Source: an optimization exercise on an open RTL-to-GDS flow (aim: small area, a short achievable clock period and few clock cycles per item). Production flows keep margins and buffers that such runs may drop.
RTL that was checked went through simulation tests only; none was proved equivalent to the original.
Function not checked in runs 1 and 3: the RTL went through the layout flow alone.
Power is estimated from default activity; no workload was simulated.

File: design.v
module psg_core (
    input  wire        clk,
    input  wire        rst,
    input  wire        wr_en,
    input  wire [3:0]  wr_addr,
    input  wire [7:0]  wr_data,
    input  wire        tick,
    output wire [35:0] amp
);
    localparam [1:0] SU = 2'd0, SD = 2'd1, HT = 2'd2, HB = 2'd3;
    reg [7:0] regs [0:13];
    reg [11:0] tone_cnt [0:2];
    reg [2:0]  tone_lvl;
    reg [5:0]  noise_cnt;
    reg [16:0] lfsr;
    reg [15:0] env_cnt;
    reg        env_seg;
    reg [4:0]  env_lvl;
    wire [11:0] tone_per [0:2];
    assign tone_per[0] = ({regs[1][3:0], regs[0]} == 12'd0) ? 12'd1 : {regs[1][3:0], regs[0]};
    assign tone_per[1] = ({regs[3][3:0], regs[2]} == 12'd0) ? 12'd1 : {regs[3][3:0], regs[2]};
    assign tone_per[2] = ({regs[5][3:0], regs[4]} == 12'd0) ? 12'd1 : {regs[5][3:0], regs[4]};
    wire [4:0]  noise_per = (regs[6][4:0] == 5'd0) ? 5'd1 : regs[6][4:0];
    wire [15:0] env_per   = ({regs[12], regs[11]} == 16'd0) ? 16'd1 : {regs[12], regs[11]};
    wire [3:0]  env_shape = regs[13][3:0];
    function [1:0] seg_kind(input [3:0] shape, input seg);
        begin
            case (shape)
                4'd8:    seg_kind = seg ? SD : SD;
                4'd9:    seg_kind = seg ? HB : SD;
                4'd10:   seg_kind = seg ? SU : SD;
                4'd11:   seg_kind = seg ? HT : SD;
                4'd12:   seg_kind = seg ? SU : SU;
                4'd13:   seg_kind = seg ? HT : SU;
                4'd14:   seg_kind = seg ? SD : SU;
                4'd15:   seg_kind = seg ? HB : SU;
                default: seg_kind = seg ? HB : (shape[2] ? SU : SD);
            endcase
        end
    endfunction
    function [4:0] reseed(input [1:0] kind);
        reseed = (kind == SD || kind == HT) ? 5'd31 : 5'd0;
    endfunction
    function [11:0] dac(input [4:0] idx);
        begin
            case (idx)
      5'd0: dac = 12'd0;
      5'd1: dac = 12'd23;
      5'd2: dac = 12'd27;
      5'd3: dac = 12'd33;
      5'd4: dac = 12'd39;
      5'd5: dac = 12'd46;
      5'd6: dac = 12'd55;
      5'd7: dac = 12'd65;
      5'd8: dac = 12'd77;
      5'd9: dac = 12'd92;
      5'd10: dac = 12'd109;
      5'd11: dac = 12'd129;
      5'd12: dac = 12'd154;
      5'd13: dac = 12'd183;
      5'd14: dac = 12'd217;
      5'd15: dac = 12'd258;
      5'd16: dac = 12'd307;
      5'd17: dac = 12'd365;
      5'd18: dac = 12'd434;
      5'd19: dac = 12'd516;
      5'd20: dac = 12'd613;
      5'd21: dac = 12'd728;
      5'd22: dac = 12'd865;
      5'd23: dac = 12'd1029;
      5'd24: dac = 12'd1223;
      5'd25: dac = 12'd1453;
      5'd26: dac = 12'd1727;
      5'd27: dac = 12'd2052;
      5'd28: dac = 12'd2439;
      5'd29: dac = 12'd2899;
      5'd30: dac = 12'd3446;
      default: dac = 12'd4095;
            endcase
        end
    endfunction
    integer i;
    always @(posedge clk) begin
        if (rst) begin
            for (i = 0; i < 14; i = i + 1)
                regs[i] <= 8'd0;
        end else if (wr_en && wr_addr < 4'd14) begin
            regs[wr_addr] <= wr_data;
        end
    end
    always @(posedge clk) begin
        if (rst) begin
            for (i = 0; i < 3; i = i + 1)
                tone_cnt[i] <= 12'd0;
            tone_lvl <= 3'b000;
        end else if (tick) begin
            for (i = 0; i < 3; i = i + 1) begin
                if ({1'b0, tone_cnt[i]} + 13'd1 >= {1'b0, tone_per[i]}) begin
                    tone_cnt[i] <= 12'd0;
                    tone_lvl[i] <= ~tone_lvl[i];
                end else begin
                    tone_cnt[i] <= tone_cnt[i] + 12'd1;
                end
            end
        end
    end
    always @(posedge clk) begin
        if (rst) begin
            noise_cnt <= 6'd0;
            lfsr      <= 17'd1;
        end else if (tick) begin
            if ({1'b0, noise_cnt} + 7'd1 >= {1'b0, noise_per, 1'b0}) begin
                noise_cnt <= 6'd0;
                lfsr      <= {lfsr[0] ^ lfsr[3], lfsr[16:1]};
            end else begin
                noise_cnt <= noise_cnt + 6'd1;
            end
        end
    end
    wire [1:0] cur_kind = seg_kind(env_shape, env_seg);
    always @(posedge clk) begin
        if (rst) begin
            env_cnt <= 16'd0;
            env_seg <= 1'b0;
            env_lvl <= 5'd31;
        end else if (wr_en && wr_addr == 4'd13) begin
            env_cnt <= 16'd0;
            env_seg <= 1'b0;
            env_lvl <= reseed(seg_kind(wr_data[3:0], 1'b0));
        end else if (tick) begin
            if ({1'b0, env_cnt} + 17'd1 >= {1'b0, env_per}) begin
                env_cnt <= 16'd0;
                case (cur_kind)
                    SU: if (env_lvl == 5'd31) begin
                            env_seg <= ~env_seg;
                            env_lvl <= reseed(seg_kind(env_shape, ~env_seg));
                        end else begin
                            env_lvl <= env_lvl + 5'd1;
                        end
                    SD: if (env_lvl == 5'd0) begin
                            env_seg <= ~env_seg;
                            env_lvl <= reseed(seg_kind(env_shape, ~env_seg));
                        end else begin
                            env_lvl <= env_lvl - 5'd1;
                        end
                    default: ;
                endcase
            end else begin
                env_cnt <= env_cnt + 16'd1;
            end
        end
    end
    wire       noise_bit = lfsr[0];
    wire [2:0] t_off = regs[7][2:0];
    wire [2:0] n_off = regs[7][5:3];
    reg  [11:0] chan [0:2];
    reg  [4:0]  idx;
    reg         out_bit;
    always @(*) begin
        for (i = 0; i < 3; i = i + 1) begin
            out_bit = (tone_lvl[i] | t_off[i]) & (noise_bit | n_off[i]);
            idx     = regs[8 + i][4] ? env_lvl : {regs[8 + i][3:0], 1'b1};
            chan[i] = out_bit ? dac(idx) : dac(5'd0);
        end
    end
    assign amp = {chan[2], chan[1], chan[0]};
endmodule
module fir_rom0 (
    input  wire [1:0]  lm,
    input  wire [2:0]  t,
    output reg  [11:0] c
);
    always @(*) begin
        case ({lm, t})
            5'd0: c = 12'h31;    
            5'd1: c = 12'h31;    
            5'd2: c = 12'h2e;    
            5'd3: c = 12'h28;    
            5'd4: c = 12'h6;    
            5'd5: c = 12'h5;    
            5'd6: c = 12'h0;    
            5'd7: c = 12'h0;    
            5'd8: c = 12'h4e;    
            5'd9: c = 12'h41;    
            5'd10: c = 12'h69;    
            5'd11: c = 12'h70;    
            5'd12: c = 12'hd;    
            5'd13: c = 12'h5;    
            5'd14: c = 12'h28;    
            5'd15: c = 12'h2e;    
            5'd16: c = 12'ha56;    
            5'd17: c = 12'hab1;    
            5'd18: c = 12'h181;    
            5'd19: c = 12'h168;    
            5'd20: c = 12'h30;    
            5'd21: c = 12'hd;    
            5'd22: c = 12'h6d;    
            5'd23: c = 12'h40;    
            5'd24: c = 12'h269;    
            5'd25: c = 12'h215;    
            5'd26: c = 12'h355;    
            5'd27: c = 12'h381;    
            5'd28: c = 12'h6e;    
            5'd29: c = 12'h148;    
            5'd30: c = 12'h18d;    
            5'd31: c = 12'hab1;    
            default: c = 12'h0;
        endcase
    end
endmodule
module fir_rom1 (
    input  wire [1:0]  lm,
    input  wire [2:0]  t,
    output reg  [17:0] c
);
    always @(*) begin
        case ({lm, t})
            5'd0: c = 18'h5549;    
            5'd1: c = 18'h5405;    
            5'd2: c = 18'hcad;    
            5'd3: c = 18'ha0e;    
            5'd4: c = 18'h169;    
            5'd5: c = 18'h49;    
            5'd6: c = 18'h348;    
            5'd7: c = 18'h215;    
            5'd8: c = 18'h1188;    
            5'd9: c = 18'h1a4d;    
            5'd10: c = 18'h1b89;    
            5'd11: c = 18'h588;    
            5'd12: c = 18'ha8;    
            5'd13: c = 18'hab0;    
            5'd14: c = 18'hb8e;    
            5'd15: c = 18'hc00;    
            5'd16: c = 18'h5c49;    
            5'd17: c = 18'h5b40;    
            5'd18: c = 18'h502e;    
            5'd19: c = 18'h558e;    
            5'd20: c = 18'ha56;    
            5'd21: c = 18'h20d;    
            5'd22: c = 18'h1cad;    
            5'd23: c = 18'h1a4e;    
            5'd24: c = 18'he349;    
            5'd25: c = 18'he06e;    
            5'd26: c = 18'h2c55;    
            5'd27: c = 18'h1148;    
            5'd28: c = 18'h205;    
            5'd29: c = 18'hc4d;    
            5'd30: c = 18'h5071;    
            5'd31: c = 18'h5b4e;    
            default: c = 18'h0;
        endcase
    end
endmodule
module fir_rom2 (
    input  wire [1:0]  lm,
    input  wire [2:0]  t,
    output reg  [23:0] c
);
    always @(*) begin
        case ({lm, t})
            5'd0: c = 24'h29c40;    
            5'd1: c = 24'h29a4d;    
            5'd2: c = 24'h2ac15;    
            5'd3: c = 24'h5c09;    
            5'd4: c = 24'hb80;    
            5'd5: c = 24'h1b6d;    
            5'd6: c = 24'h2c01;    
            5'd7: c = 24'he070;    
            5'd8: c = 24'hab4d;    
            5'd9: c = 24'h920d;    
            5'd10: c = 24'h80ae;    
            5'd11: c = 24'he42d;    
            5'd12: c = 24'h1b41;    
            5'd13: c = 24'h5008;    
            5'd14: c = 24'h2ab46;    
            5'd15: c = 24'h29a55;    
            5'd16: c = 24'h149a09;    
            5'd17: c = 24'h14ab46;    
            5'd18: c = 24'h150029;    
            5'd19: c = 24'h2d055;    
            5'd20: c = 24'h6570;    
            5'd21: c = 24'h1546;    
            5'd22: c = 24'h8a70;    
            5'd23: c = 24'h922d;    
            5'd24: c = 24'h200008;    
            5'd25: c = 24'h340086;    
            5'd26: c = 24'h38106e;    
            5'd27: c = 24'h48c08;    
            5'd28: c = 24'h70396;    
            5'd29: c = 24'h5249;    
            5'd30: c = 24'h31229;    
            5'd31: c = 24'h14aa45;    
            default: c = 24'h0;
        endcase
    end
endmodule
module fir_rom3 (
    input  wire [1:0]  lm,
    input  wire [2:0]  t,
    output reg  [23:0] c
);
    always @(*) begin
        case ({lm, t})
            5'd0: c = 24'h6d22d;    
            5'd1: c = 24'h6e341;    
            5'd2: c = 24'h15a0d;    
            5'd3: c = 24'h1b6d;    
            5'd4: c = 24'h150aae;    
            5'd5: c = 24'h168428;    
            5'd6: c = 24'ha85156;    
            5'd7: c = 24'ha4018e;    
            5'd8: c = 24'h2e269;    
            5'd9: c = 24'h2da09;    
            5'd10: c = 24'h28230;    
            5'd11: c = 24'h5c4e;    
            5'd12: c = 24'h2cb0;    
            5'd13: c = 24'h9171;    
            5'd14: c = 24'h7000d;    
            5'd15: c = 24'h6e24e;    
            5'd16: c = 24'hd540;    
            5'd17: c = 24'hd371;    
            5'd18: c = 24'he24e;    
            5'd19: c = 24'h1028;    
            5'd20: c = 24'h5245;    
            5'd21: c = 24'h2ac09;    
            5'd22: c = 24'h28196;    
            5'd23: c = 24'h2da29;    
            5'd24: c = 24'h2aa6d;    
            5'd25: c = 24'h2a030;    
            5'd26: c = 24'h6405;    
            5'd27: c = 24'h5249;    
            5'd28: c = 24'h580;    
            5'd29: c = 24'h142d;    
            5'd30: c = 24'he431;    
            5'd31: c = 24'hd369;    
            default: c = 24'h0;
        endcase
    end
endmodule
module fir_rom4 (
    input  wire [1:0]  lm,
    input  wire [2:0]  t,
    output reg  [17:0] c
);
    always @(*) begin
        case ({lm, t})
            5'd0: c = 18'h156d;    
            5'd1: c = 18'h1246;    
            5'd2: c = 18'h1155;    
            5'd3: c = 18'h569;    
            5'd4: c = 18'ha01;    
            5'd5: c = 18'h5068;    
            5'd6: c = 18'h6571;    
            5'd7: c = 18'h2a156;    
            5'd8: c = 18'h50a8;    
            5'd9: c = 18'h5346;    
            5'd10: c = 18'h5589;    
            5'd11: c = 18'ha29;    
            5'd12: c = 18'h36e;    
            5'd13: c = 18'h1c86;    
            5'd14: c = 18'h1016;    
            5'd15: c = 18'h1240;    
            5'd16: c = 18'h1c6d;    
            5'd17: c = 18'h1c00;    
            5'd18: c = 18'h286;    
            5'd19: c = 18'h370;    
            5'd20: c = 18'h188;    
            5'd21: c = 18'hca8;    
            5'd22: c = 18'h52ad;    
            5'd23: c = 18'h5369;    
            5'd24: c = 18'hb4d;    
            5'd25: c = 18'ha31;    
            5'd26: c = 18'ha68;    
            5'd27: c = 18'h16d;    
            5'd28: c = 18'h4d;    
            5'd29: c = 18'h206;    
            5'd30: c = 18'h589;    
            5'd31: c = 18'h1c01;    
            default: c = 18'h0;
        endcase
    end
endmodule
module fir_rom5 (
    input  wire [1:0]  lm,
    input  wire [2:0]  t,
    output reg  [11:0] c
);
    always @(*) begin
        case ({lm, t})
            5'd0: c = 12'h36e;    
            5'd1: c = 12'h395;    
            5'd2: c = 12'ha9;    
            5'd3: c = 12'h68;    
            5'd4: c = 12'h156;    
            5'd5: c = 12'ha85;    
            5'd6: c = 12'ha71;    
            5'd7: c = 12'ha31;    
            5'd8: c = 12'h146;    
            5'd9: c = 12'h140;    
            5'd10: c = 12'h149;    
            5'd11: c = 12'h29;    
            5'd12: c = 12'h70;    
            5'd13: c = 12'h48;    
            5'd14: c = 12'h85;    
            5'd15: c = 12'h395;    
            5'd16: c = 12'h15;    
            5'd17: c = 12'h16;    
            5'd18: c = 12'h8;    
            5'd19: c = 12'h1;    
            5'd20: c = 12'h29;    
            5'd21: c = 12'h30;    
            5'd22: c = 12'h14d;    
            5'd23: c = 12'h145;    
            5'd24: c = 12'h0;    
            5'd25: c = 12'h0;    
            5'd26: c = 12'h0;    
            5'd27: c = 12'h1;    
            5'd28: c = 12'he;    
            5'd29: c = 12'h8;    
            5'd30: c = 12'h16;    
            5'd31: c = 12'h15;    
            default: c = 12'h0;
        endcase
    end
endmodule
module psg_fir (
    input  wire               clk,
    input  wire               rst,
    input  wire [15:0]        step,
    input  wire               wr_en,
    input  wire [3:0]         wr_addr,
    input  wire [7:0]         wr_data,
    input  wire               pull,
    output reg                ready,
    output reg                sample_valid,
    output reg  signed [15:0] sample
);
    localparam P   = 6;             
    localparam G   = 24 / P;        
    localparam LMW = 2;             
    localparam CAP = 6;             
    localparam QW  = 3;             
    localparam VW  = 31;            
    localparam [8*P-1:0] CWS = {8'd8, 8'd11, 8'd15, 8'd16, 8'd11, 8'd8};
    localparam [8*P-1:0] VWS = {8'd23, 8'd26, 8'd30, 8'd31, 8'd31, 8'd31};
    localparam [P-1:0]   RFS = 6'b111000;
    integer i, j;
    reg        rst_q;
    reg        wr_q;
    reg [3:0]  wa_q;
    reg [7:0]  wd_q;
    reg        pull_q;
    reg [15:0] step_q;
    reg [17:0] step3;
    wire in_wr   = wr_en & ready & ~rst;
    wire in_pull = pull & ready & ~rst;
    always @(posedge clk) begin
        rst_q  <= rst;
        wa_q   <= wr_addr;
        wd_q   <= wr_data;
        wr_q   <= in_wr;
        pull_q <= in_pull;
        step_q <= step;
        step3  <= {2'b00, step_q} + {1'b0, step_q, 1'b0};
    end
    reg [LMW:0] clr_cnt;
    wire        clr = (clr_cnt != 0);
    function [3:0] pc4(input [3:0] v);
        pc4 = {3'd0, v[0]} + {3'd0, v[1]} + {3'd0, v[2]} + {3'd0, v[3]};
    endfunction
    reg [15:0] ph;
    reg        gh, gv, bv;
    reg [7:0]  gm, bm;
    reg [3:0]  gm_pc, bm_pc;        
    wire [16:0] s1 = {1'b0, ph} + {1'b0, step_q};
    wire [17:0] s2 = {2'b00, ph} + {1'b0, step_q, 1'b0};
    wire [17:0] s3 = {2'b00, ph} + step3;
    wire [18:0] s4 = {3'b000, ph} + {1'b0, step_q, 2'b00};
    wire [3:0]  kq = {s4[18:16] != {1'b0, s3[17:16]},
                      s3[17:16] != s2[17:16],
                      s2[17:16] != {1'b0, s1[16]},
                      s1[16]};
    reg  [7:0] cur;
    reg  [3:0] cur_pc;
    reg        act, pend;
    reg  [2:0] occ;           
    wire       start = (pull_q | pend) & bv & ~wr_q;
    wire [7:0] wm    = start ? bm : cur;
    wire [3:0] wpc   = start ? bm_pc : cur_pc;
    wire       slot  = start | act;
    wire       room  = (occ < CAP);
    wire       do_slot = slot & room;
    wire       tick  = do_slot & (wpc != 4'd0);
    wire [7:0] wrest = wm & (wm - 8'd1);
    wire       last  = (wpc <= 4'd1);
    reg  [2:0] tpos;
    always @(*) begin
        tpos = 3'd0;
        for (i = 7; i >= 0; i = i - 1)
            if (wm[i]) tpos = i[2:0];
    end
    wire       consume = start;
    wire       nm_keep = bv & ~consume;
    wire [3:0] nm_pc = nm_keep ? bm_pc : gm_pc;
    wire       nm_v  = nm_keep | gv;
    wire [1:0] rem  = slot ? ((wpc <= 4'd1) ? 2'd1 : (wpc == 4'd2) ? 2'd2 : 2'd3)
                           : ((pull_q | pend) ? 2'd3 : 2'd0);
    wire ok_now  = (rem == 2'd0) | ((rem == 2'd1) & (occ < CAP)) |
                   ((rem == 2'd2) & (occ <= CAP - 2));
    wire ok_pull = ((rem == 2'd0) & (occ < CAP) | (rem == 2'd1) & (occ < CAP - 1)) &
                   nm_v & (nm_pc <= 4'd1);
    wire [35:0] amp;
    psg_core u_core (
        .clk     (clk),
        .rst     (rst_q),
        .wr_en   (wr_q),
        .wr_addr (wa_q),
        .wr_data (wd_q),
        .tick    (tick),
        .amp     (amp)
    );
    reg        va, ka, la;
    reg  [2:0] ta;
    reg        vb, kb, lb;
    reg  [2:0] tb;
    reg [35:0] ab;
    reg [13:0] lev_p;
    wire [13:0] mixc = {2'b00, ab[11:0]} + {2'b00, ab[23:12]} + {2'b00, ab[35:24]};
    wire       chg  = kb & (mixc != lev_p);
    wire       push = vb & (chg | lb);
    wire       drop = vb & ~push;
    reg [13:0] q_mix [0:CAP-1];
    reg [2:0]  q_t   [0:CAP-1];
    reg        q_dv  [0:CAP-1];
    reg        q_end [0:CAP-1];
    reg [QW-1:0] wp, rp;
    reg [QW:0]   qn;
    reg [LMW-1:0] lm;               
    reg [LMW:0]   grp;              
    reg           pend_end;         
    reg signed [14:0] dg;
    reg [2:0]     tg;
    reg [13:0]    lev_e;
    wire        e_dv  = q_dv[rp];
    wire        e_end = q_end[rp];
    wire [13:0] e_mix = q_mix[rp];
    wire        do_end = (grp == 0) & pend_end & (lm == 0);
    wire        pop   = (qn != 0) & (((grp <= 1) & ~pend_end) | do_end);
    wire signed [14:0] dnew = $signed({1'b0, e_mix}) - $signed({1'b0, lev_e});
    reg           pv1, ev1, pv2, ev2;
    reg signed [14:0] d1;
    reg [13:0]    l1, l2;
    always @(posedge clk) begin
        if (rst)
            ready <= 1'b0;
        else
            ready <= ~rst_q & (clr_cnt <= 1) & ~(in_pull & in_wr) &
                     (in_pull ? ok_pull : ok_now);
        if (rst_q) begin
            clr_cnt <= G;
            ph <= 16'd0; gh <= 1'b0; gv <= 1'b0; bv <= 1'b0;
            cur <= 8'd0; cur_pc <= 4'd0; act <= 1'b0; pend <= 1'b0; occ <= 3'd0;
            va <= 1'b0; vb <= 1'b0;
            lev_p <= 14'd0;
            wp <= 0; rp <= 0; qn <= 0;
            lm <= 0; grp <= 0; pend_end <= 1'b0; lev_e <= 14'd0;
            pv1 <= 1'b0; ev1 <= 1'b0; pv2 <= 1'b0; ev2 <= 1'b0;
        end else begin
            if (clr) clr_cnt <= clr_cnt - 1'b1;
            if (!clr) begin
                if (!gv) begin
                    if (!gh) gm[3:0] <= kq; else gm[7:4] <= kq;
                    gm_pc <= (gh ? gm_pc : 4'd0) + pc4(kq);
                    ph <= s4[15:0];
                    gh <= ~gh;
                    if (gh) gv <= 1'b1;
                end
                if (gv && (!bv || consume)) begin
                    bm <= gm; bm_pc <= gm_pc; bv <= 1'b1; gv <= 1'b0;
                end else if (consume) begin
                    bv <= 1'b0;
                end
            end
            pend <= (pull_q | pend) & ~start;
            if (do_slot) begin
                cur    <= wrest;
                cur_pc <= (wpc == 4'd0) ? 4'd0 : wpc - 4'd1;
                act    <= ~last;
            end else if (start) begin
                cur    <= bm;
                cur_pc <= bm_pc;
                act    <= 1'b1;
            end
            occ <= occ + do_slot - pop - drop;
            va <= do_slot; ka <= tick; la <= last; ta <= tpos;
            vb <= va; kb <= ka; lb <= la; tb <= ta; ab <= amp;
            if (vb & kb) lev_p <= mixc;
            if (vb) begin       
                q_mix[wp] <= mixc; q_t[wp] <= tb; q_dv[wp] <= chg; q_end[wp] <= lb;
            end
            if (push) wp <= (wp == CAP - 1) ? 0 : wp + 1'b1;
            if (pop) rp <= (rp == CAP - 1) ? 0 : rp + 1'b1;
            qn <= qn + push - pop;
            if (grp != 0) grp <= grp - 1'b1;
            if (do_end) pend_end <= 1'b0;
            if (pop) begin
                if (e_dv) begin
                    grp   <= G;
                    dg    <= dnew;
                    tg    <= q_t[rp];
                    lev_e <= e_mix;
                end
                pend_end <= e_end;
            end
            lm <= (do_end || lm == G - 1) ? 0 : lm + 1'b1;
            pv1 <= (grp != 0); ev1 <= do_end;
            d1  <= dg;
            l1  <= lev_e;
            pv2 <= pv1; ev2 <= ev1; l2 <= l1;
        end
    end
    function [31:0] booth_k(input integer nd);    
        integer q;
        reg [31:0] s;
        begin
            s = 32'd0;
            for (q = 0; q < nd; q = q + 1)
                s = s + (32'd1 << (15 + 2 * q));
            booth_k = ~s + 32'd1;
        end
    endfunction
    wire signed [VW-1:0] head [0:P-1];      
    genvar k;
    generate
        for (k = 0; k < P; k = k + 1) begin : bank
            localparam CWK = CWS[8*k +: 8];
            localparam VWK = VWS[8*k +: 8];
            localparam ND  = (CWK + 1) / 2;      
            localparam [31:0] KC = booth_k(ND);
            reg  signed [VWK-1:0] s [0:G-1];
            wire [3*ND-1:0] c;             
            reg  [3*ND-1:0] c1;
            if (k == 0) fir_rom0 u_rom (.lm(lm), .t(tg), .c(c));
            if (k == 1) fir_rom1 u_rom (.lm(lm), .t(tg), .c(c));
            if (k == 2) fir_rom2 u_rom (.lm(lm), .t(tg), .c(c));
            if (k == 3) fir_rom3 u_rom (.lm(lm), .t(tg), .c(c));
            if (k == 4) fir_rom4 u_rom (.lm(lm), .t(tg), .c(c));
            if (k == 5) fir_rom5 u_rom (.lm(lm), .t(tg), .c(c));
            assign head[k] = s[G-1];
            reg  [VWK-1:0] r [0:8];
            reg  [15:0]    m;
            reg            one, two, neg;
            always @(*) begin
                for (j = 0; j < 9; j = j + 1)
                    r[j] = {VWK{1'b0}};
                r[ND] = KC[VWK-1:0];
                for (j = 0; j < ND; j = j + 1) begin
                    one = c1[3*j];
                    two = c1[3*j+1];
                    neg = c1[3*j+2];
                    m = two ? {d1, 1'b0} : one ? {d1[14], d1} : 16'd0;
                    m = m ^ {16{neg}};
                    r[j] = {{(VWK-16){1'b0}}, ~m[15], m[14:0]} << (2 * j);
                    r[ND][2*j] = neg;
                end
            end
            wire [VWK-1:0] ps, pc;
            if (ND == 4) begin : t5
                wire [VWK-1:0] a0 = r[0] ^ r[1] ^ r[2];
                wire [VWK-1:0] a1 = ((r[0] & r[1]) | (r[0] & r[2]) | (r[1] & r[2])) << 1;
                wire [VWK-1:0] b0 = a0 ^ a1 ^ r[3];
                wire [VWK-1:0] b1 = ((a0 & a1) | (a0 & r[3]) | (a1 & r[3])) << 1;
                assign ps = b0 ^ b1 ^ r[4];
                assign pc = ((b0 & b1) | (b0 & r[4]) | (b1 & r[4])) << 1;
            end else if (ND == 6) begin : t7
                wire [VWK-1:0] a0 = r[0] ^ r[1] ^ r[2];
                wire [VWK-1:0] a1 = ((r[0] & r[1]) | (r[0] & r[2]) | (r[1] & r[2])) << 1;
                wire [VWK-1:0] a2 = r[3] ^ r[4] ^ r[5];
                wire [VWK-1:0] a3 = ((r[3] & r[4]) | (r[3] & r[5]) | (r[4] & r[5])) << 1;
                wire [VWK-1:0] b0 = a0 ^ a1 ^ a2;
                wire [VWK-1:0] b1 = ((a0 & a1) | (a0 & a2) | (a1 & a2)) << 1;
                wire [VWK-1:0] e0 = a3 ^ r[6] ^ b0;
                wire [VWK-1:0] e1 = ((a3 & r[6]) | (a3 & b0) | (r[6] & b0)) << 1;
                assign ps = e0 ^ e1 ^ b1;
                assign pc = ((e0 & e1) | (e0 & b1) | (e1 & b1)) << 1;
            end else if (ND == 5) begin : t6
                wire [VWK-1:0] a0 = r[0] ^ r[1] ^ r[2];
                wire [VWK-1:0] a1 = ((r[0] & r[1]) | (r[0] & r[2]) | (r[1] & r[2])) << 1;
                wire [VWK-1:0] a2 = r[3] ^ r[4] ^ r[5];
                wire [VWK-1:0] a3 = ((r[3] & r[4]) | (r[3] & r[5]) | (r[4] & r[5])) << 1;
                wire [VWK-1:0] b0 = a0 ^ a1 ^ a2;
                wire [VWK-1:0] b1 = ((a0 & a1) | (a0 & a2) | (a1 & a2)) << 1;
                assign ps = b0 ^ b1 ^ a3;
                assign pc = ((b0 & b1) | (b0 & a3) | (b1 & a3)) << 1;
            end else begin : t9
                wire [VWK-1:0] a0 = r[0] ^ r[1] ^ r[2];
                wire [VWK-1:0] a1 = ((r[0] & r[1]) | (r[0] & r[2]) | (r[1] & r[2])) << 1;
                wire [VWK-1:0] a2 = r[3] ^ r[4] ^ r[5];
                wire [VWK-1:0] a3 = ((r[3] & r[4]) | (r[3] & r[5]) | (r[4] & r[5])) << 1;
                wire [VWK-1:0] a4 = r[6] ^ r[7] ^ r[8];
                wire [VWK-1:0] a5 = ((r[6] & r[7]) | (r[6] & r[8]) | (r[7] & r[8])) << 1;
                wire [VWK-1:0] b0 = a0 ^ a1 ^ a2;
                wire [VWK-1:0] b1 = ((a0 & a1) | (a0 & a2) | (a1 & a2)) << 1;
                wire [VWK-1:0] b2 = a3 ^ a4 ^ a5;
                wire [VWK-1:0] b3 = ((a3 & a4) | (a3 & a5) | (a4 & a5)) << 1;
                wire [VWK-1:0] e0 = b0 ^ b1 ^ b2;
                wire [VWK-1:0] e1 = ((b0 & b1) | (b0 & b2) | (b1 & b2)) << 1;
                assign ps = e0 ^ e1 ^ b3;
                assign pc = ((e0 & e1) | (e0 & b3) | (e1 & b3)) << 1;
            end
            reg  [VWK-1:0] p_s, p_c;
            wire [VWK-1:0] hs = s[G-1];
            wire [VWK-1:0] x0 = hs ^ p_s ^ p_c;
            wire [VWK-1:0] x1 = ((hs & p_s) | (hs & p_c) | (p_s & p_c)) << 1;
            wire signed [VWK-1:0] res = x0 + x1;
            wire signed [VWK-1:0] down;
            if (k == P - 1) begin : top
                assign down = 0;
            end else if (!RFS[k] && RFS[k+1]) begin : conv
                wire [VWK-1:0] hu = head[k+1];
                wire [VWK-1:0] b15 = {l2, 15'd0};
                wire [VWK-1:0] b3  = {l2, 3'd0};
                wire [VWK-1:0] y0 = hu ^ b15 ^ b3;
                wire [VWK-1:0] y1 = ((hu & b15) | (hu & b3) | (b15 & b3)) << 1;
                assign down = y0 + y1;
            end else begin : pass
                assign down = head[k+1];
            end
            always @(posedge clk) begin
                c1 <= c;
                if (pv1) begin
                    p_s <= ps;
                    p_c <= pc;
                end else begin
                    p_s <= {VWK{1'b0}};
                    p_c <= {VWK{1'b0}};
                end
                for (i = 1; i < G; i = i + 1)
                    s[i] <= s[i-1];
                if (clr)
                    s[0] <= 0;
                else if (ev2)
                    s[0] <= down;
                else
                    s[0] <= res;
            end
        end
    endgenerate
    wire signed [VW-1:0] v0 = head[0];
    always @(posedge clk) begin
        if (rst | rst_q) begin
            sample_valid <= 1'b0;
        end else begin
            sample_valid <= ev2;
            if (ev2)
                sample <= (v0[30:29] == 2'b01) ? 16'sh7fff :
                          (v0[30:29] == 2'b10) ? 16'sh8000 : v0[29:14];
        end
    end
endmodule
File: run.sh
#!/bin/bash
# synth_recipe.tcl (not shown) runs the flow's synth.tcl, then flattens the netlist and writes it again
# the make line also repeats each setting of config.mk as NAME=value (left out here)
make -C /OpenROAD-flow-scripts/flow DESIGN_CONFIG=/design/flow/config.mk WORK_HOME=/design/flow/orfs CLKGATE_MAP_FILE= SYNTH_SCRIPT=/design/flow/synth_recipe.tcl finish
File: config.mk
export PLATFORM = sky130hd
export DESIGN_NAME = psg_fir
export DESIGN_NICKNAME = psg_fir
export VERILOG_FILES = /design/flow/design.v
export SDC_FILE = /design/flow/constraint.sdc
export NUM_CORES = 4
export LEC_CHECK = 0
export CAP_MARGIN = 20
export CORE_MARGIN = 2
export CORE_UTILIZATION = 40
export SLEW_MARGIN = 20
File: constraint.sdc
create_clock -name core_clock -period 12.0 [get_ports {clk}]
set_input_delay 2.4000 -clock core_clock [delete_from_list [all_inputs] [get_ports {clk}]]
set_output_delay 2.4000 -clock core_clock [all_outputs]
set_load 0.01 [all_outputs]
==> results of run 1 <==
power groups by stage:
stage	Clock [mW]	Sequential [mW]	Combinational [mW]
finish	5.70	8.04	18.2
detailed placement	0	8.15	18.4
CTS	5.85	8.04	18.5
global placement	0	8.12	18.0
global route	6.08	8.18	21.8
floorplan	0	7.23	14.5
metrics by stage:
| step | instances | cell area [um2] | util |
|---|---|---|---|
| 3_3_place_gp | 11900 | 93800 | 0.416 |
| 5_1_grt | 12200 | 100000 | 0.444 |
| 3_5_place_dp | 11900 | 93800 | 0.416 |
| 4_1_cts | 12200 | 100000 | 0.444 |
| 6_report | 12200 | 100000 | 0.444 |
| 2_1_floorplan | 9309 | 90900 | - |
layout make-up:
class	instances	area (um2)	area share
clock inverters	88	1150	0.0115
diodes	6	15.0	0.000150
repair buffers	134	1150	0.0115
flip-flops and latches	1645	36400	0.364
clock buffers	244	5080	0.0507
multi-input cells	6581	50500	0.505
inverters	536	2010	0.0201
well taps	2992	3740	0.0374
metal layers:
metal	track usage	wire (um)	vias to the layer above
li1	-	-	30900
met1	0.250	98000	30900
met2	0.339	111000	1751
met3	0.0345	13200	498
met4	0.0845	9390	4
met5	0	32	-
placed cells by master (no fill, tap or decap), types with 112 or more instances in the layout:
cell type / count
ha_1: 698
xnor2_1: 456
dfxtp_1: 1294
and2_1: 390
nor3_1: 134
a22oi_1: 113
nor2b_1: 112
mux2i_1: 121
fa_1: 477
nor2_1: 587
xor2_1: 352
inv_1: 523
o21ai_0: 624
a21oi_1: 432
edfxtp_1: 343
clkbuf_16: 181
nand2_1: 1069
registers in the layout, indices dropped and copies added, names as in the netlist, 15 cells and up, named ones only:
register and cells:
ab 36, bank.c1 97, bank.p_c 138, bank.p_s 157, bank.s 688, d1 15
dg 15, q_mix 84, q_t 18, sample 16, step3 16, step_q 16
u_core.env_cnt 16, u_core.lfsr 17, u_core.regs 82, u_core.tone_cnt 36
final timing paths:
kind / from / slack [ps] / to
worst max-delay path: ab[13] / 6860 / occ[2]
worst min-delay path: bank[5].s[2][8] / 270 / bank[5].s[3][8]
worst max register to register: ab[13] / 6860 / occ[2]
worst min register to register: bank[5].s[2][8] / 270 / bank[5].s[3][8]
critical path, delay by kind of cell, from the launching register on:
| kind | cells | cell delay (ps) |
|---|---|---|
| AOI/OAI and AO/OA | 5 | 1330 |
| xor gates and xnor gates | 2 | 320 |
| adders and majority gates | 6 | 1800 |
| buffers and inverters | 4 | 300 |
| DFF | 1 | 370 |
| and+or+nand+nor | 5 | 940 |
logic make-up (layout without fill, tap and decap cells):
logic type | Yosys count | in the layout | share of synthesized area
compound gates | 1768 | 1768 | 0.119
xor+xnor | 809 | 809 | 0.0781
fa+ha+maj | 1175 | 1175 | 0.201
buf+inv | 1083 | 1002 | 0.0449
flops | 1645 | 1645 | 0.400
mux | 155 | 155 | 0.0201
other cells | 0 | 6 | 0
simple gates | 2674 | 2674 | 0.137
==> reports/qor.txt, run 1 <==
status -> finished clean
Final setup viols -> 0
GR Util All Layers -> 0.200
Max IR drop VDD -> 220 uV
CP startpoint kind -> flip-flop
drt wl/cell -> 18.9 um
ys async rst share -> 0
Reg2Reg Depth -> 22
top cells by count, synth -> dfxtp_1 (1302), nand2_1 (1070), ha_1 (698)
Rel. slew slack -> 0.251
PwrDens -> 319 mW/mm2
Syn Area/Cell -> 9.76 um2
gr ovfl total -> 0
CTS tree -> built
1st-pass router iterations -> 6
FP Rows -> 174
RePlAce Congestion -> 0.892
syn nets -> 10500
final worst path period need -> 5140 ps
Post-Place Worst Slack -> 6890 ps
Top FF cell, synth -> dfxtp_1
vias in the first global route -> 64500
Synth warnings -> 22
die width -> 481 um
Mapped Area -> 0.0909 mm2
P_leak -> 41.9 nW
CTS HTree Levels -> 4
Die ar. -> 0.231 mm2
Fill cells -> 21100
Synth Instances -> 9309
largest net degree at the start of global routing -> 126
worst skew pair latency -> 850 ps
hold depth -> 0
post-DP HPWL -> 167000 um
antenna viol nets, final -> 0
post-synthesis sequential element count -> 1645
post-synthesis cell type count -> 96
DRC viols -> 0
Logic pwr share -> 0.570
Reg clk slew, reported paths -> 60 ps
sw frac -> 0.431
share of cells above drive strength 1 -> 0.0540
worst slew pin tran -> 1120 ps
HP Class -> reg -> reg
routed vias/inst -> 5.24
Min Hold Slack -> 272 ps
Setup Fix Bufs, Post-CTS -> 0
io pins -> 50
Cell Chain, Critical Path -> inv_1 -> fa_1 -> inv_1 -> ha_1 -> inv_1 -> fa_1 -> nor2b_1 -> o21a_1 -> o21a_1 -> nor3_1 -> nor4b_1 -> o2111ai_1 -> a2111oi_4 -> a21boi_0 -> nor3b_1 -> fa_1 -> inv_1 -> ha_1 -> ha_1 -> xor2_1 -> xnor2_1 -> nor2_1
CTS Hold Bufs -> 0
global-route wire length before repair -> 365000 um
Max Cap Viol -> 0
root buf cell -> clkbuf_16
PostCTS Resize Cnt -> 0
Core Region -> 0.225 mm2
TritonCTS Buffers -> 178
register area share after synthesis -> 0.400
Clk pwr share -> 0.178
initial core utilization -> 0.403
Sw Pwr -> 13.8 mW
f_max -> 0.195 GHz
Final Max Slew Viols -> 0
cell internal pwr -> 18.2 mW
Reg power frac -> 0.252
DR iter-0 viols -> 3969
TritonCTS sink count -> 1645
# nets final -> 10300
input/output buffers -> 49
final hold vios -> 0
Worst Skew -> 65.3 ps
Die Height -> 481 um
antenna violations before repair -> 6
RSZ-0062 raised after global routing -> no
worst-case clock buffer depth -> 3
CP Class -> reg -> reg
share of the synthesized area in the top cell type -> 0.287
EDFF count, synth -> 343
Pwr Total -> 32.0 mW
Slowest-stage cell, CP -> fa_1
Worst setup EP type -> flip-flop
CP peak stage delay -> 460 ps
dominant cell type by area after synthesis -> dfxtp_1
layout overhead on the synthesized area -> 10.1%
Setup TNS -> 0 ps
Worst EP required -> 12700 ps
Period Utilization, post-route -> 0.428
Critical Path AT -> 5840 ps
cell mode on critical path -> inv_1
cell with the most instances after synthesis -> dfxtp_1
setup slack after layout -> 6860 ps
Post-Route WL -> 231000 um
Vias -> 64000
leading post-synthesis cells by cell area -> dfxtp_1 (29%), edfxtp_1 (11%), fa_1 (11%), ha_1 (9.6%), nand2_1 (4.4%)
critical path peak fanout -> 7
==> run 2: changes to the inputs <==
--- a/design.v
+++ b/design.v
@@ -527,4 +527,10 @@
     reg [13:0] lev_p;
-    wire [13:0] mixc = {2'b00, ab[11:0]} + {2'b00, ab[23:12]} + {2'b00, ab[35:24]};
-    wire       chg  = kb & (mixc != lev_p);
+    wire [13:0] ma = {2'b00, ab[11:0]}, mbb = {2'b00, ab[23:12]}, mcc = {2'b00, ab[35:24]};
+    wire [13:0] xs = ma ^ mbb ^ mcc;
+    wire [13:0] xc = ((ma & mbb) | (ma & mcc) | (mbb & mcc)) << 1;
+    wire [13:0] mixc = xs + xc;
+    wire [13:0] cin  = xs ^ xc ^ lev_p;
+    wire [13:0] cout = (xs & xc) | (xs & cin) | (xc & cin);
+    wire       same = ~cin[0] & (cin[13:1] == cout[12:0]);
+    wire       chg  = kb & ~same;
     wire       push = vb & (chg | lb);
--- a/config.mk
+++ b/config.mk
@@ -9,3 +9,3 @@
 export CORE_MARGIN = 2
-export CORE_UTILIZATION = 40
+export CORE_UTILIZATION = 60
 export SLEW_MARGIN = 20
==> run 2 against run 1 <==
Against the previous run: clock power fell by 3%; hold slack improved by 30 ps; area after synthesis rose by 0.32%; largest cell class unchanged; highest routed layer unchanged.
==> reports/qor.txt, run 2 <==
most flop-heavy register -> bank.s
critical path peak fanout -> 7
Post-Route WL -> 239000 um
hold depth -> 0
CP startpoint kind -> flip-flop
Setup Fix Bufs, Post-CTS -> 0
antenna viol nets, final -> 0
post-synthesis sequential element count -> 1645
PostCTS Resize Cnt -> 0
die width -> 394 um
gr ovfl total -> 0
worst-case clock buffer depth -> 3
HP Start -> bank[3].s[2][20]
commonest non-fill, non-tap cell in the layout -> dfxtp_1
Reg clk slew, reported paths -> 70 ps
Final Max Slew Viols -> 0
CTS tree -> built
post-synthesis cell type count -> 103
CTS HTree Levels -> 4
Final setup viols -> 0
Worst Skew -> 32.0 ps
layout overhead on the synthesized area -> 8.35%
ys async rst share -> 0
WP buf/inv -> 0
RePlAce Congestion -> 0.976
Pwr Total -> 32.3 mW
Worst EP required -> 12550 ps
vias in the first global route -> 64100
Period Utilization, post-route -> 0.387
top cells by count, synth -> dfxtp_1 (1302), nand2_1 (1103), ha_1 (700)
DR iter-0 viols -> 4814
R2R Path Start -> ph[3]
Slowest-stage cell, CP -> a2111oi_0
antenna violations before repair -> 6
leading post-synthesis cells by cell area -> dfxtp_1 (29%), edfxtp_1 (11%), fa_1 (11%), ha_1 (9.6%), nand2_1 (4.5%)
Die ar. -> 0.155 mm2
max reg flops -> 688
input/output buffers -> 49
worst skew pair latency -> 800 ps
f_max -> 0.215 GHz
root buf cell -> clkbuf_16
Syn Area/Cell -> 9.74 um2
Critical Path AT -> 5200 ps
PwrDens -> 327 mW/mm2
share of cells above drive strength 1 -> 0.0528
Vias -> 64000
routed vias/inst -> 5.67
share of the synthesized area in the top cell type -> 0.286
1st-pass router iterations -> 7
TritonCTS sink count -> 1645
dominant cell type by area after synthesis -> dfxtp_1
most frequent cells in the layout -> dfxtp_1 (1293), nand2_1 (1102), ha_1 (700)
delay-heaviest family, CP -> compound AO/OA/AOI/OAI gates
worst slew pin tran -> 1190 ps
Setup TNS -> 0 ps
global-route wire length before repair -> 373000 um
Core Region -> 0.151 mm2
CP Class -> reg -> reg
Die Height -> 394 um
P_leak -> 42.4 nW
HP Class -> reg -> reg
register area share after synthesis -> 0.399
largest net degree at the start of global routing -> 129
final worst path period need -> 4650 ps
reg-to-reg slack, setup -> 7350 ps
FP Rows -> 143
DRC viols -> 0
Reg2Reg Depth -> 14
Max IR drop VDD -> 259 uV
TritonCTS Buffers -> 173
Synth warnings -> 22
EDFF count, synth -> 343
GR Util All Layers -> 0.309
# nets final -> 10300
cell with the most instances after synthesis -> dfxtp_1
CP peak stage delay -> 730 ps
Min Hold Slack -> 302 ps
Synth Instances -> 9358
final hold vios -> 0
drt wl/cell -> 21.2 um
Cell Chain, Critical Path -> ha_1 -> a31o_2 -> a21oi_1 -> o21ai_0 -> a21o_1 -> a2111oi_0 -> o31ai_2 -> xnor2_1 -> and3_1 -> o21ai_0 -> ha_1 -> fa_1 -> fa_1 -> xnor2_1
Crit Reg-Reg Endpoint -> gm_pc[2]
status -> finished clean
post-DP HPWL -> 173000 um
Max Cap Viol -> 0
Post-Place Worst Slack -> 7310 ps
CTS Hold Bufs -> 0
RSZ-0062 raised after global routing -> no
syn nets -> 10600
io pins -> 50
hold path endpoint -> bank[3].s[3][20]
setup slack after layout -> 7350 ps
Worst setup EP type -> flip-flop
Rel. slew slack -> 0.203
Top FF cell, synth -> dfxtp_1
initial core utilization -> 0.602
largest registers -> bank.s x688, bank.p_s x157, bank.p_c x138
Mapped Area -> 0.0912 mm2
-- run 2: cell types whose count changed in the layout (fill, tap and decap cells not counted), sizes merged, moves of 17 or more --
cell	before	now
a21o	110	127
clkbuf	244	223
inv	544	595
mux2i	124	99
nand2	1070	1104
nor3	137	111
-- run 2: cells by family (layout without fill, tap and decap cells) --
logic type / Yosys count / in the layout / synth area share
fa+ha+maj: 1188 / 1188 / 0.203
compound gates: 1764 / 1764 / 0.119
buf+inv: 1139 / 1041 / 0.0474
xor+xnor: 826 / 826 / 0.0793
other cells: 0 / 4 / 0
mux: 129 / 129 / 0.0173
flops: 1645 / 1645 / 0.399
simple gates: 2667 / 2667 / 0.135
-- run 2: routing by layer --
metal	share of wire	track usage
met1	0.41	0.390
met5	0.00010	0
met2	0.47	0.516
met4	0.058	0.159
met3	0.057	0.0452
-- run 2: per-stage QoR --
step	instances	cell area, um2	utilization
2_1_floorplan	9358	91200	-
3_3_place_gp	11000	92800	0.613
3_5_place_dp	11000	92800	0.613
4_1_cts	11300	98800	0.653
5_1_grt	11300	98800	0.653
6_report	11300	98800	0.653
-- run 2: worst max path at each step --
stage	start	to	slack (ps)	depth (start not counted)
after floorplan	rst_q	u_core.regs[2][0]	6850	5
after global placement	ph[3]	gm_pc[2]	7350	14
after detailed placement	ph[3]	gm_pc[2]	7310	14
after CTS	ph[3]	gm_pc[2]	7270	14
after global routing	ph[3]	gm_pc[2]	7040	14
final	ph[3]	gm_pc[2]	7350	14
-- run 2: power by group --
part | total (mW) | leakage [nW] | internal (mW) | switching [mW]
clock | 5.54 | 2.88 | 3.26 | 2.28
sequential | 8.19 | 13.9 | 6.79 | 1.40
combinational | 18.6 | 25.7 | 8.18 | 10.4
-- run 2: area by class of cell --
| class | count | area, um2 |
|---|---|---|
| well taps | 2030 | 2540 |
| repair buffers | 131 | 1110 |
| diodes | 4 | 10.0 |
| clock buffers | 223 | 4770 |
| inverters | 590 | 2220 |
| flip-flops and latches | 1645 | 36400 |
| multi-input cells | 6574 | 50600 |
| fillers | 12400 | 52600 |
| clock inverters | 97 | 1190 |
Testbench counts of run 2, summed over its fixed seeds: cycles 17,152, items 2,400.
==> run 3: changes to the inputs <==
--- a/design.v
+++ b/design.v
@@ -19,7 +19,7 @@
     wire [11:0] tone_per [0:2];
-    assign tone_per[0] = ({regs[1][3:0], regs[0]} == 12'd0) ? 12'd1 : {regs[1][3:0], regs[0]};
-    assign tone_per[1] = ({regs[3][3:0], regs[2]} == 12'd0) ? 12'd1 : {regs[3][3:0], regs[2]};
-    assign tone_per[2] = ({regs[5][3:0], regs[4]} == 12'd0) ? 12'd1 : {regs[5][3:0], regs[4]};
+    assign tone_per[0] = {regs[1][3:0], regs[0]};
+    assign tone_per[1] = {regs[3][3:0], regs[2]};
+    assign tone_per[2] = {regs[5][3:0], regs[4]};
     wire [4:0]  noise_per = (regs[6][4:0] == 5'd0) ? 5'd1 : regs[6][4:0];
-    wire [15:0] env_per   = ({regs[12], regs[11]} == 16'd0) ? 16'd1 : {regs[12], regs[11]};
+    wire [15:0] env_per   = {regs[12], regs[11]};
     wire [3:0]  env_shape = regs[13][3:0];
@@ -440,3 +440,3 @@
     localparam LMW = 2;             
-    localparam CAP = 6;             
+    localparam CAP = 7;             
     localparam QW  = 3;             
@@ -448,3 +448,3 @@
     reg        rst_q;
-    reg        wr_q;
+    reg        wr_q;            
     reg [3:0]  wa_q;
@@ -456,7 +456,10 @@
     wire in_pull = pull & ready & ~rst;
+    wire apply;                 
     always @(posedge clk) begin
         rst_q  <= rst;
-        wa_q   <= wr_addr;
-        wd_q   <= wr_data;
-        wr_q   <= in_wr;
+        if (in_wr) begin
+            wa_q <= wr_addr;
+            wd_q <= wr_data;
+        end
+        wr_q   <= ~rst & (in_wr | (wr_q & ~apply));
         pull_q <= in_pull;
@@ -467,5 +470,2 @@
     wire        clr = (clr_cnt != 0);
-    function [3:0] pc4(input [3:0] v);
-        pc4 = {3'd0, v[0]} + {3'd0, v[1]} + {3'd0, v[2]} + {3'd0, v[3]};
-    endfunction
     reg [15:0] ph;
@@ -473,3 +473,2 @@
     reg [7:0]  gm, bm;
-    reg [3:0]  gm_pc, bm_pc;        
     wire [16:0] s1 = {1'b0, ph} + {1'b0, step_q};
@@ -483,8 +482,7 @@
     reg  [7:0] cur;
-    reg  [3:0] cur_pc;
     reg        act, pend;
     reg  [2:0] occ;           
-    wire       start = (pull_q | pend) & bv & ~wr_q;
+    wire       start = (pull_q | pend) & bv & ~wr_q & ~act;
+    assign     apply = wr_q & ~act;
     wire [7:0] wm    = start ? bm : cur;
-    wire [3:0] wpc   = start ? bm_pc : cur_pc;
     wire       slot  = start | act;
@@ -492,5 +490,5 @@
     wire       do_slot = slot & room;
-    wire       tick  = do_slot & (wpc != 4'd0);
+    wire       tick  = do_slot & (wm != 8'd0);
     wire [7:0] wrest = wm & (wm - 8'd1);
-    wire       last  = (wpc <= 4'd1);
+    wire       last  = (wrest == 8'd0);
     reg  [2:0] tpos;
@@ -502,11 +500,8 @@
     wire       consume = start;
-    wire       nm_keep = bv & ~consume;
-    wire [3:0] nm_pc = nm_keep ? bm_pc : gm_pc;
-    wire       nm_v  = nm_keep | gv;
-    wire [1:0] rem  = slot ? ((wpc <= 4'd1) ? 2'd1 : (wpc == 4'd2) ? 2'd2 : 2'd3)
-                           : ((pull_q | pend) ? 2'd3 : 2'd0);
-    wire ok_now  = (rem == 2'd0) | ((rem == 2'd1) & (occ < CAP)) |
-                   ((rem == 2'd2) & (occ <= CAP - 2));
-    wire ok_pull = ((rem == 2'd0) & (occ < CAP) | (rem == 2'd1) & (occ < CAP - 1)) &
-                   nm_v & (nm_pc <= 4'd1);
+    wire       act_n = do_slot ? ~last : (start | act);
+    wire       wrq_n = in_wr | (wr_q & ~apply);
+    wire       unst_n = in_pull | ((pull_q | pend) & ~start);
+    wire       bv_n  = clr ? bv : ((gv & (~bv | consume)) | (bv & ~consume));
+    wire       start_n = unst_n & bv_n & ~wrq_n & ~act_n;
+    wire       ok_next = (~unst_n | start_n) & (~wrq_n | ~act_n);
     wire [35:0] amp;
@@ -515,3 +510,3 @@
         .rst     (rst_q),
-        .wr_en   (wr_q),
+        .wr_en   (apply),
         .wr_addr (wa_q),
@@ -562,4 +557,3 @@
         else
-            ready <= ~rst_q & (clr_cnt <= 1) & ~(in_pull & in_wr) &
-                     (in_pull ? ok_pull : ok_now);
+            ready <= ~rst_q & (clr_cnt <= 1) & ok_next;
         if (rst_q) begin
@@ -567,3 +561,3 @@
             ph <= 16'd0; gh <= 1'b0; gv <= 1'b0; bv <= 1'b0;
-            cur <= 8'd0; cur_pc <= 4'd0; act <= 1'b0; pend <= 1'b0; occ <= 3'd0;
+            cur <= 8'd0; act <= 1'b0; pend <= 1'b0; occ <= 3'd0;
             va <= 1'b0; vb <= 1'b0;
@@ -578,3 +572,2 @@
                     if (!gh) gm[3:0] <= kq; else gm[7:4] <= kq;
-                    gm_pc <= (gh ? gm_pc : 4'd0) + pc4(kq);
                     ph <= s4[15:0];
@@ -584,3 +577,3 @@
                 if (gv && (!bv || consume)) begin
-                    bm <= gm; bm_pc <= gm_pc; bv <= 1'b1; gv <= 1'b0;
+                    bm <= gm; bv <= 1'b1; gv <= 1'b0;
                 end else if (consume) begin
@@ -592,3 +585,2 @@
                 cur    <= wrest;
-                cur_pc <= (wpc == 4'd0) ? 4'd0 : wpc - 4'd1;
                 act    <= ~last;
@@ -596,3 +588,2 @@
                 cur    <= bm;
-                cur_pc <= bm_pc;
                 act    <= 1'b1;
==> run 3 against run 2 <==
Against the previous run: still clean on timing, DRC and antenna; die area decreased by 0.29%; worst setup slack got worse by 300 ps; critical path depth is 1 higher; sequential cell count is 7 higher; fmax is 6.0% lower; clock skew up 1.1 ps; final cell count down 1.0%; sequential power barely moved.
==> reports/qor.txt, run 3 <==
PwrDens -> 334 mW/mm2
# nets final -> 10200
drt wl/cell -> 21.2 um
status -> finished clean
leading post-synthesis cells by cell area -> dfxtp_1 (28%), edfxtp_1 (12%), fa_1 (11%), ha_1 (9.6%), xnor2_1 (4.5%)
Period Utilization, post-route -> 0.412
ys async rst share -> 0
commonest non-fill, non-tap cell in the layout -> dfxtp_1
largest net degree at the start of global routing -> 130
max reg flops -> 688
antenna viol nets, final -> 0
share of cells above drive strength 1 -> 0.0537
largest registers -> bank.s x688, bank.p_s x157, bank.p_c x138
FP Rows -> 142
Post-Place Worst Slack -> 7150 ps
input/output buffers -> 49
Worst setup EP type -> flip-flop
Final Max Slew Viols -> 0
final hold vios -> 0
RSZ-0062 raised after global routing -> no
RePlAce Congestion -> 1.02
PostCTS Resize Cnt -> 0
share of the synthesized area in the top cell type -> 0.283
Max IR drop VDD -> 221 uV
Post-Route WL -> 237000 um
GR Util All Layers -> 0.310
Worst Skew -> 33.2 ps
vias in the first global route -> 63600
Slowest-stage cell, CP -> a2111oi_0
TritonCTS Buffers -> 173
layout overhead on the synthesized area -> 8.41%
Cell Chain, Critical Path -> ha_1 -> and3_1 -> nand3_1 -> nor3_1 -> and3_1 -> nand3_1 -> xnor2_1 -> ha_1 -> a2111oi_0 -> nand2_1 -> o21ai_0 -> nand2_1 -> a31oi_1 -> a22oi_1 -> nand2_1
cell with the most instances after synthesis -> dfxtp_1
DR iter-0 viols -> 4612
Finished Core Util -> 0.657
Rel. slew slack -> 0.214
register area share after synthesis -> 0.404
post-DP HPWL -> 170000 um
Final setup viols -> 0
TritonCTS sink count -> 1652
most frequent cells in the layout -> dfxtp_1 (1276), nand2_1 (1076), ha_1 (697)
Critical Path AT -> 5680 ps
initial core utilization -> 0.606
antenna violations before repair -> 8
Vias -> 63900
worst slew pin tran -> 1180 ps
CP peak stage delay -> 630 ps
f_max -> 0.202 GHz
P_leak -> 42.3 nW
HP Class -> reg -> reg
setup slack after layout -> 7060 ps
CTS HTree Levels -> 4
EDFF count, synth -> 366
Worst EP required -> 12740 ps
die width -> 393 um
Core Region -> 0.150 mm2
Setup Fix Bufs, Post-CTS -> 0
CP Class -> reg -> reg
post-synthesis sequential element count -> 1652
Syn Area/Cell -> 9.85 um2
Die ar. -> 0.155 mm2
CTS tree -> built
Max Cap Viol -> 0
final worst path period need -> 4940 ps
top cells by count, synth -> dfxtp_1 (1286), nand2_1 (1076), ha_1 (697)
worst skew pair latency -> 820 ps
Synth Instances -> 9235
1st-pass router iterations -> 6
syn nets -> 10500
critical path peak fanout -> 15
Mapped Area -> 0.0909 mm2
Top FF cell, synth -> dfxtp_1
dominant cell type by area after synthesis -> dfxtp_1
Die Height -> 393 um
cell mode on critical path -> nand2_1
CP startpoint kind -> flip-flop
io pins -> 50
global-route wire length before repair -> 369000 um
DRC viols -> 0
Reg clk slew, reported paths -> 60 ps
Synth warnings -> 22
worst-case clock buffer depth -> 3
most flop-heavy register -> bank.s
post-synthesis cell type count -> 85
CTS Hold Bufs -> 0
root buf cell -> clkbuf_16
Setup TNS -> 0 ps
routed vias/inst -> 5.72
gr ovfl total -> 0
-- run 3: cell count changes after synthesis, sizes merged, moves of 12 or more --
cell and delta:
xor2 +16, dfxtp -16, edfxtp +23, nand3 -17, and3 -12, a21oi -29, nor2b -15, o21ai -15
nand2 -28, inv -16, mux2 +16, a221oi +12
-- run 3: final cells by class --
cell class / instances / area (um2)
flip-flops and latches: 1652 / 36800
fillers: 12100 / 51600
clock inverters: 85 / 938
well taps: 2016 / 2520
repair buffers: 140 / 1190
inverters: 575 / 2160
clock buffers: 234 / 4900
diodes: 3 / 7.51
multi-input cells: 6475 / 50100
-- run 3: metrics by stage --
step	total power [mW]	area (um2)	instances	hold WS, ps
3_3_place_gp	27.0	92700	10900	310
4_1_cts	33.1	98500	11200	302
6_report	32.9	98600	11200	311
5_1_grt	36.7	98600	11200	311
2_1_floorplan	22.2	90900	9235	310
3_5_place_dp	27.4	92700	10900	312
-- run 3: cell families after synthesis --
group	count (synthesis)	share of synthesized area
xor gates and xnor gates	840	0.0809
buffers and inverters	1108	0.0459
muxes	154	0.0206
AOI/OAI and AO/OA	1700	0.115
DFF	1652	0.404
adders and majority gates	1183	0.203
and+or+nand+nor	2598	0.131
-- run 3: routing by layer --
layer  up-vias  GRT usage  wire [um]
li1      30500          -          -
met2      1970      0.516     112000
met1     30900      0.396      99400
met4         2      0.154      13300
met3       527     0.0425      13100
met5         -          0         11
-- run 3: final timing paths --
kind / from / endpoint / slack (ps) / cells past startpoint
max: u_core.env_cnt[0] / u_core.env_lvl[1] / 7060 / 15
min: bank[1].s[0][28] / bank[1].s[1][28] / 310 / 0
max reg2reg: u_core.env_cnt[0] / u_core.env_lvl[1] / 7060 / 15
min reg2reg: bank[1].s[0][28] / bank[1].s[1][28] / 310 / 0
-- run 3: report_power, final --
group          total, mW  leakage, nW  switching (mW)  internal, mW
clock network       5.46         2.87            2.29          3.17
logic               19.3         25.4            10.8          8.45
registers           8.18         14.0            1.34          6.84
total               32.9         42.3            14.4          18.5
-- run 3: critical path, delay by kind of cell (launching register included) --
family / cells / cell delay (ps)
DFF: 1 / 400
AOI/OAI and AO/OA: 4 / 1680
xor gates and xnor gates: 1 / 190
adders and majority gates: 2 / 530
and+or+nand+nor: 8 / 2070
==> run 4: changes to the inputs <==
--- a/design.v
+++ b/design.v
@@ -93,3 +93,3 @@
             for (i = 0; i < 3; i = i + 1)
-                tone_cnt[i] <= 12'd0;
+                tone_cnt[i] <= 12'd1;
             tone_lvl <= 3'b000;
@@ -97,4 +97,4 @@
             for (i = 0; i < 3; i = i + 1) begin
-                if ({1'b0, tone_cnt[i]} + 13'd1 >= {1'b0, tone_per[i]}) begin
-                    tone_cnt[i] <= 12'd0;
+                if (tone_cnt[i] >= tone_per[i]) begin
+                    tone_cnt[i] <= 12'd1;
                     tone_lvl[i] <= ~tone_lvl[i];
@@ -108,7 +108,7 @@
         if (rst) begin
-            noise_cnt <= 6'd0;
+            noise_cnt <= 6'd1;
             lfsr      <= 17'd1;
         end else if (tick) begin
-            if ({1'b0, noise_cnt} + 7'd1 >= {1'b0, noise_per, 1'b0}) begin
-                noise_cnt <= 6'd0;
+            if (noise_cnt >= {noise_per, 1'b0}) begin
+                noise_cnt <= 6'd1;
                 lfsr      <= {lfsr[0] ^ lfsr[3], lfsr[16:1]};
@@ -122,3 +122,3 @@
         if (rst) begin
-            env_cnt <= 16'd0;
+            env_cnt <= 16'd1;
             env_seg <= 1'b0;
@@ -126,3 +126,3 @@
         end else if (wr_en && wr_addr == 4'd13) begin
-            env_cnt <= 16'd0;
+            env_cnt <= 16'd1;
             env_seg <= 1'b0;
@@ -130,4 +130,4 @@
         end else if (tick) begin
-            if ({1'b0, env_cnt} + 17'd1 >= {1'b0, env_per}) begin
-                env_cnt <= 16'd0;
+            if (env_cnt >= env_per) begin
+                env_cnt <= 16'd1;
                 case (cur_kind)
@@ -547,6 +547,10 @@
     wire [13:0] e_mix = q_mix[rp];
-    wire        do_end = (grp == 0) & pend_end & (lm == 0);
-    wire        pop   = (qn != 0) & (((grp <= 1) & ~pend_end) | do_end);
+    reg         qne, grp0, grp1, lm0;     
+    wire        do_end = grp0 & pend_end & lm0;
+    wire        pop   = qne & ((grp1 & ~pend_end) | do_end);
+    wire [QW:0]   qn_n  = qn + push - pop;
+    wire [LMW:0]  grp_n = (pop & e_dv) ? G : (grp0 ? 0 : grp - 1'b1);
+    wire [LMW-1:0] lm_n = (do_end || lm == G - 1) ? 0 : lm + 1'b1;
     wire signed [14:0] dnew = $signed({1'b0, e_mix}) - $signed({1'b0, lev_e});
-    reg           pv1, ev1, pv2, ev2;
+    reg           ev1, ev2;
     reg signed [14:0] d1;
@@ -564,5 +568,6 @@
             lev_p <= 14'd0;
-            wp <= 0; rp <= 0; qn <= 0;
+            wp <= 0; rp <= 0; qn <= 0; qne <= 1'b0;
             lm <= 0; grp <= 0; pend_end <= 1'b0; lev_e <= 14'd0;
-            pv1 <= 1'b0; ev1 <= 1'b0; pv2 <= 1'b0; ev2 <= 1'b0;
+            grp0 <= 1'b1; grp1 <= 1'b1; lm0 <= 1'b1;
+            ev1 <= 1'b0; ev2 <= 1'b0;
         end else begin
@@ -595,3 +600,4 @@
             if (vb) begin       
-                q_mix[wp] <= mixc; q_t[wp] <= tb; q_dv[wp] <= chg; q_end[wp] <= lb;
+                q_mix[wp] <= chg ? mixc : lev_p;
+                q_t[wp] <= tb; q_dv[wp] <= chg; q_end[wp] <= lb;
             end
@@ -599,19 +605,20 @@
             if (pop) rp <= (rp == CAP - 1) ? 0 : rp + 1'b1;
-            qn <= qn + push - pop;
-            if (grp != 0) grp <= grp - 1'b1;
+            qn  <= qn_n;
+            qne <= (qn_n != 0);
+            grp  <= grp_n;
+            grp0 <= (grp_n == 0);
+            grp1 <= (grp_n <= 1);
             if (do_end) pend_end <= 1'b0;
             if (pop) begin
-                if (e_dv) begin
-                    grp   <= G;
-                    dg    <= dnew;
-                    tg    <= q_t[rp];
-                    lev_e <= e_mix;
-                end
+                dg       <= dnew;
+                tg       <= q_t[rp];
+                lev_e    <= e_mix;
                 pend_end <= e_end;
             end
-            lm <= (do_end || lm == G - 1) ? 0 : lm + 1'b1;
-            pv1 <= (grp != 0); ev1 <= do_end;
+            lm  <= lm_n;
+            lm0 <= (lm_n == 0);
+            ev1 <= do_end;
             d1  <= dg;
             l1  <= lev_e;
-            pv2 <= pv1; ev2 <= ev1; l2 <= l1;
+            ev2 <= ev1; l2 <= l1;
         end
@@ -726,10 +733,5 @@
             always @(posedge clk) begin
-                c1 <= c;
-                if (pv1) begin
-                    p_s <= ps;
-                    p_c <= pc;
-                end else begin
-                    p_s <= {VWK{1'b0}};
-                    p_c <= {VWK{1'b0}};
-                end
+                c1  <= grp0 ? {3*ND{1'b0}} : c;    
+                p_s <= ps;
+                p_c <= pc;
                 for (i = 1; i < G; i = i + 1)
==> run 4 against run 3 <==
Against the previous run: clock power increased by 2%; clock skew rose by 15 ps; final cell count shrank 3.0%; fmax up 11%; combinational power fell by 7%; routed wire length shrank 5.7%; total power shrank 1.4%; worst setup slack gained 470 ps; die area fell by 2.1%; count of clock-buffer cells in the layout increased by 2; utilization hardly changed; non-clock buffer count grew 11; largest cell class unchanged.
==> reports/qor.txt, run 4 <==
status -> finished clean
largest net degree at the start of global routing -> 83
DRC viols -> 0
Worst EP required -> 12670 ps
RSZ-0062 raised after global routing -> no
input/output buffers -> 49
gr ovfl total -> 0
Core Region -> 0.147 mm2
commonest non-fill, non-tap cell in the layout -> dfxtp_1
f_max -> 0.224 GHz
Synth Instances -> 8951
Mapped Area -> 0.0890 mm2
worst slew pin tran -> 1160 ps
Rel. slew slack -> 0.222
dominant cell type by area after synthesis -> dfxtp_1
Period Utilization, post-route -> 0.373
register area -> 0.0368 mm2
Syn Area/Cell -> 9.94 um2
Max Cap Viol -> 0
most frequent cells in the layout -> dfxtp_1 (1278), nand2_1 (1084), ha_1 (687)
Final setup viols -> 0
worst-case clock buffer depth -> 3
PostCTS Resize Cnt -> 0
leading post-synthesis cells by cell area -> dfxtp_1 (29%), edfxtp_1 (12%), fa_1 (11%), ha_1 (9.7%), nand2_1 (4.6%)
CP startpoint kind -> flip-flop
Setup TNS -> 0 ps
CP Class -> reg -> reg
CTS HTree Levels -> 4
final worst path period need -> 4470 ps
Finished Core Util -> 0.656
largest registers -> bank.s x688, bank.p_s x156, bank.p_c x138
cell with the most instances after synthesis -> dfxtp_1
antenna viol nets, final -> 0
EDFF count, synth -> 366
HP Class -> reg -> reg
layout overhead on the synthesized area -> 8.81%
share of the synthesized area in the top cell type -> 0.290
post-synthesis sequential element count -> 1654
Fill cells -> 11700
PwrDens -> 335 mW/mm2
# nets final -> 9976
Vias -> 62300
share of cells above drive strength 1 -> 0.0575
CTS tree -> built
top cells by count, synth -> dfxtp_1 (1288), nand2_1 (1085), ha_1 (687)
most flop-heavy register -> bank.s
Die Height -> 389 um
max reg flops -> 688
root buf cell -> clkbuf_16
P_leak -> 41.2 nW
GR Util All Layers -> 0.297
post-DP HPWL -> 162000 um
Pwr Total -> 32.4 mW
Reg clk slew, reported paths -> 60 ps
io pins -> 50
register area share after synthesis -> 0.413
Synth warnings -> 22
FP Rows -> 141
Final Max Slew Viols -> 0
RePlAce Congestion -> 0.943
1st-pass router iterations -> 6
Setup Fix Bufs, Post-CTS -> 0
die width -> 389 um
critical path peak fanout -> 44
vias in the first global route -> 62700
syn nets -> 10200
Top FF cell, synth -> dfxtp_1
drt wl/cell -> 20.6 um
ys async rst share -> 0
Worst setup EP type -> flip-flop
post-synthesis cell type count -> 95
final hold vios -> 0
global-route wire length before repair -> 353000 um
initial core utilization -> 0.603
Worst Skew -> 48.2 ps
Critical Path AT -> 5140 ps
TritonCTS Buffers -> 173
antenna violations before repair -> 2
CTS Hold Bufs -> 0
routed vias/inst -> 5.75
multi-input logic area -> 0.0480 mm2
TritonCTS sink count -> 1654
Max IR drop VDD -> 222 uV
Post-Route WL -> 224000 um
Die ar. -> 0.151 mm2
DR iter-0 viols -> 4017
worst skew pair latency -> 810 ps
-- run 4: per-layer routing --
| layer | up-vias | wire [um] | GRT usage |
|---|---|---|---|
| li1 | 29700 | - | - |
| met1 | 30200 | 95000 | 0.385 |
| met2 | 1884 | 108000 | 0.507 |
| met3 | 512 | 12400 | 0.0425 |
| met4 | 2 | 8070 | 0.110 |
| met5 | - | 13 | 0 |
-- run 4: worst max-delay path: stages (launching register included) --
cell	delay, ps
edfxtp_1	1060
buf_4	670
nand2_1	90
o21ai_0	230
xnor2_1	180
fa_1	470
fa_1	550
inv_1	60
fa_1	530
fa_1	420
-- run 4: kinds of logic (layout without fill, tap and decap cells) --
| kind of cell | Yosys count | after routing | synth area share |
|---|---|---|---|
| AOI/OAI and AO/OA | 1778 | 1778 | 0.122 |
| buffers and inverters | 1130 | 1098 | 0.0481 |
| xor gates and xnor gates | 788 | 788 | 0.0776 |
| and+or+nand+nor | 2288 | 2288 | 0.113 |
| other | 0 | 1 | 0 |
| DFF | 1654 | 1654 | 0.413 |
| muxes | 141 | 141 | 0.0196 |
| adders and majority gates | 1172 | 1172 | 0.206 |
-- run 4: report_power, final --
part           switching (mW)  internal (mW)  total (mW)
sequential               1.24           7.60        8.84
combinational            10.5           7.54        18.0
clock                    2.33           3.26        5.58
-- run 4: cell type report --
type | count | share of cell area
diodes | 1 | 0.0000259
clock buffers | 236 | 0.0499
clock inverters | 86 | 0.0124
inverters | 625 | 0.0243
multi-input cells | 6167 | 0.495
flip-flops and latches | 1654 | 0.380
well taps | 1930 | 0.0249
repair buffers | 151 | 0.0130
-- run 4: worst paths after layout --
path	startpoint	endpoint	slack (ps)	depth (start not counted)
setup / recovery	d1[7]	bank[3].p_s[15]	7530	9
hold / removal	bank[3].s[1][25]	bank[3].s[2][25]	290	0
setup reg to reg	d1[7]	bank[3].p_s[15]	7530	9
hold reg to reg	bank[3].s[1][25]	bank[3].s[2][25]	290	0
-- run 4: per-stage QoR --
| step | worst slack [ps] | hold slack [ps] | cell area (um2) | instances |
|---|---|---|---|---|
| 6_report | 7530 | 291 | 96800 | 10900 |
| 5_1_grt | 7280 | 311 | 96800 | 10800 |
| 4_1_cts | 7610 | 298 | 96800 | 10800 |
| 3_3_place_gp | 7700 | 310 | 90800 | 10500 |
| 3_5_place_dp | 7630 | 312 | 90800 | 10500 |
| 2_1_floorplan | 6970 | 310 | 89000 | 8951 |
Testbench counts of run 4, summed over its fixed seeds: cycles 16,884, items 2,400.

static timing again, ports no longer ideal:
Ports are ideal in the flow. The routed layouts listed here were re-timed in OpenROAD.
Step 1 assumes that a clkbuf_16 drives the clock port and a buf_2 every other input.
Step 2, shift: input delay + t, output delay - t, t = (earliest + latest rising clock arrival at the registers) / 2. This alone moves slack from input paths to output paths.
Slacks: no drivers / after step 1 / after step 2; pairs: no drivers / after step 1.
| run | shift t [ns] | setup slack, ns |
|---|---|---|
| run 1 | 0.903 | 6.863 / 6.863 / 6.863 |
| run 2 | 0.877 | 7.354 / 7.354 / 7.354 |
| run 3 | 0.887 | 7.056 / 7.056 / 7.056 |
| run 4 | 0.879 | 7.529 / 7.529 / 7.529 |
After both steps every run listed still meets setup and hold.
